This is an optimization exercise on Yosys and OpenROAD, whose aim is small area, a short achievable clock period and few clock cycles, not a production implementation. In this exercise RTL edits were held to simulation tests only and were not proved equivalent to the original.

Design lemire_core, start of the top module:
module lemire_core (
    input  wire        clk,
    input  wire        rst,
    input  wire        cmd_valid,
    output wire        cmd_ready,
    input  wire [31:0] cmd,
    input  wire [63:0] op0,
    input  wire [63:0] op1,
    output wire        rsp_valid,
    input  wire        rsp_ready,
    output wire [3:0]  err,
    output wire [63:0] res0,
    output wire [63:0] res1,
    output wire        eng_req,
    input  wire        eng_valid,
    input  wire [31:0] eng_data
);
    localparam [3:0] OP_EXTMUL = 4'h1;
    localparam [3:0] OP_DRAW   = 4'h2;
    localparam [3:0] OP_TOUNS  = 4'h3;
    localparam [3:0] OP_TOSGN  = 4'h4;
    localparam [3:0] OP_NEWGEN = 4'h5;
    localparam [3:0] OP_NEXT   = 4'h6;
    localparam [3:0] OP_RDREG  = 4'h7;
    localparam [3:0] ERR_OK      = 4'd0;
    localparam [3:0] ERR_ILLEGAL = 4'd1;
    localparam [3:0] ERR_RANGE   = 4'd2;
    localparam [3:0] ERR_NOGEN   = 4'd4;
    localparam [1:0] VAR_NR = 2'd0;
    localparam [1:0] VAR_RU = 2'd1;
    localparam [2:0] S_IDLE = 3'd0;    
    localparam [2:0] S_RSP  = 3'd1;    
    localparam [2:0] S_CHK  = 3'd2;    
    localparam [2:0] S_WORD = 3'd3;    
    localparam [2:0] S_EX1  = 3'd4;    
    localparam [2:0] S_EX2  = 3'd5;    
    localparam [2:0] S_RD   = 3'd6;    
    localparam [1:0] RK_RD   = 2'd0;   
    localparam [1:0] RK_R    = 2'd1;   
    localparam [1:0] RK_NEXT = 2'd2;   
    reg [63:0] reg_a, reg_dm1, reg_upper, reg_lower;
    reg        ul_w32;          
    reg        ul_pa;           
    reg        fix_pend;        
    reg        gv, thrv;
    reg [5:0]  cfg;             
    wire [1:0] cfg_var = cfg[3:2];
    wire       cfg_w64 = cfg[4];
    wire       cfg_sgn = cfg[5];
    reg [63:0] thr_rem;
    reg [6:0]  thr_cnt;
    reg        thr_init, thr_run;
    reg        thr_nz;          
    wire       thr_done = !thr_init && !thr_run;
    reg [2:0]  st;
    reg        wc_next, wc_w64, wc_second;    
    reg [63:0] reg_r;           
    reg [31:0] reg_e;           
    reg [16:0] enc_one, enc_two, enc_neg;     
    reg        e_ok;            
    reg        mx_en;           
    reg        mc_en;           
    reg [1:0]  rk;
    reg [3:0]  rerr;
    reg [3:0]  rreg;
    reg        rhi;             
    wire [3:0] f_op  = cmd[3:0];
  ...
clock: 18.0 ns
lec_check: 0
cap_margin: 20
core_margin: 2
core_utilization: 40
setup_slack_margin: 0.5
slew_margin: 20
synth_hierarchical: 1
run.sh (not shown) runs the stock make flow with config.mk's settings and CLKGATE_MAP_FILE= SYNTH_SCRIPT=/design/flow/synth_recipe.tcl, a recipe that flattens the netlist after the stock synthesis.
Testbench counts at the start, summed over its fixed seeds: cycles 7,491.
Then changed:
--- a/flow/design.v
+++ b/flow/design.v
@@ -189,23 +189,25 @@
     wire acc_ext  = cmd_fire && dec_ext;
     wire redraw   = (st == S_CHK) && chk_rej;
     wire ctx_next   = (st == S_WORD) ? wc_next   : 1'b1;
     wire ctx_w64    = (st == S_WORD) ? wc_w64    : cfg_w64;
     wire ctx_second = (st == S_WORD) ? wc_second : 1'b0;
     wire ctx_mul    = ctx_next && !dist_zero;         
-    assign eng_req = ((st == S_WORD) && (e_ok || !ctx_mul)) || (redraw && e_ok);
+    assign eng_req = (st == S_WORD) && (e_ok || !ctx_mul);
     wire   eng_fire = eng_req && eng_valid;
     wire   mul_word = eng_fire && ctx_mul;
     wire ex = (st == S_EX1) || (st == S_EX2);
     wire [95:0]  mul_c = mc_en ? {reg_upper[31:0], reg_lower} :
                          mx_en ? {32'd0, reg_a} : 96'd0;
     wire [31:0]  mul_x = mx_en ? reg_e : 32'd0;
     wire [127:0] mul_m;
     lemire_mac u_mac (.one_i(enc_one), .two_i(enc_two), .neg_i(enc_neg),
                       .b(reg_r), .c(mul_c), .x(mul_x), .m(mul_m));
-    wire [31:0] enc_src = acc_ext ? op0[63:32] : (st == S_EX1) ? reg_lower[31:0] : eng_data;
+    wire        ext_pres = cmd_valid && (f_op == OP_EXTMUL) &&
+                           ((st == S_IDLE) || (st == S_RSP) || (st == S_CHK));
+    wire [31:0] enc_src = ext_pres ? op0[63:32] : (st == S_EX1) ? reg_lower[31:0] : eng_data;
     wire [50:0] enc_nxt = booth(enc_src);
     reg [63:0] d_smear;
     reg [6:0]  d_pos;
     integer i, k;
     always @(*) begin
         d_smear[63] = reg_dm1[63];
@@ -227,13 +229,13 @@
     wire [63:0] thr_next = thr_diff[64] ? thr_dbl[63:0] : thr_diff[63:0];
     always @(posedge clk) begin
         reg_e   <= eng_data;
         enc_one <= enc_nxt[16:0];
         enc_two <= enc_nxt[33:17];
         enc_neg <= enc_nxt[50:34];
-        e_ok    <= eng_valid && !eng_fire && !acc_ext && (st != S_EX1) && !rst;
+        e_ok    <= eng_valid && !eng_fire && !ext_pres && (st != S_EX1) && !rst;
     end
     always @(posedge clk) begin
         if (rst) begin
             st       <= S_IDLE;
             gv       <= 1'b0;
             thrv     <= 1'b0;
@@ -313,16 +315,16 @@
                     end
                     OP_TOUNS, OP_TOSGN: begin
                         reg_r <= transpose(op0, f_w, f_sg);
                         rk    <= RK_R;
                     end
                     OP_NEWGEN: begin
+                        reg_r <= ng_ua;              
                         if (ng_bad && f_chk) begin
                             rerr <= ERR_RANGE;
                         end else begin
-                            reg_r    <= ng_ua;
                             fix_pend <= 1'b1;
                             reg_dm1  <= ng_dm1;
                             cfg      <= cmd[9:4];
                             gv       <= 1'b1;
                             thrv     <= (f_var == VAR_RU) && !ng_dz;
                             thr_nz   <= (f_var == VAR_RU) && !ng_dz;
@@ -353,13 +355,13 @@
                 wc_next   <= dec_next;
                 wc_w64    <= dec_next ? cfg_w64 : f_w;
                 wc_second <= 1'b0;
                 mx_en     <= 1'b1;
                 mc_en     <= 1'b0;
             end
-            if (redraw && !eng_fire) begin
+            if (redraw) begin
                 st        <= S_WORD;
                 wc_next   <= 1'b1;
                 wc_w64    <= cfg_w64;
                 wc_second <= 1'b0;
                 mc_en     <= 1'b0;
             end
Synthesized cell count is lower slightly.
Die area is lower slightly.
Clock skew is higher by 0.036 ns.
Global-route usage is higher by 0.39 points.
Worst setup slack got worse by 0.27 ns.
Critical path depth is higher by 2.
Design area is lower slightly.
Testbench counts after the change, summed over its fixed seeds: cycles 7,511.

[re-timing with driven ports]
No port has a modelled driver above. Below, the same layouts with a new extraction and two added sets of constraints. Step 1: set_driving_cell puts a clkbuf_16 on clk and a buf_2 on each other input, an assumption about the parent block. Step 2 moves the port delays by t, midway between the first and last clock arrival at a register: inputs arrive t later, outputs are due t later. That takes back most of the time a late clock gives input paths. Slacks: ideal ports / drivers / drivers and shift; pairs: ideal ports / drivers.
run | shift t [ns] | setup WS [ns] | hold slack, ns | worst data-port slew with drivers (ns) | cell pins on the clock port's net
the first run | 0.821 | 8.880 / 8.792 / 8.285 | 0.562 / 0.562 / 0.562 | 0.15 | 1
the second run | 0.809 | 8.608 / 8.523 / 8.453 | 0.599 / 0.599 / 0.599 | 0.13 | 1
After both steps every run listed still meets setup and hold. The setup slack of the first run, which loses most, moves by -0.088 ns with the drivers and by -0.595 ns with both steps.
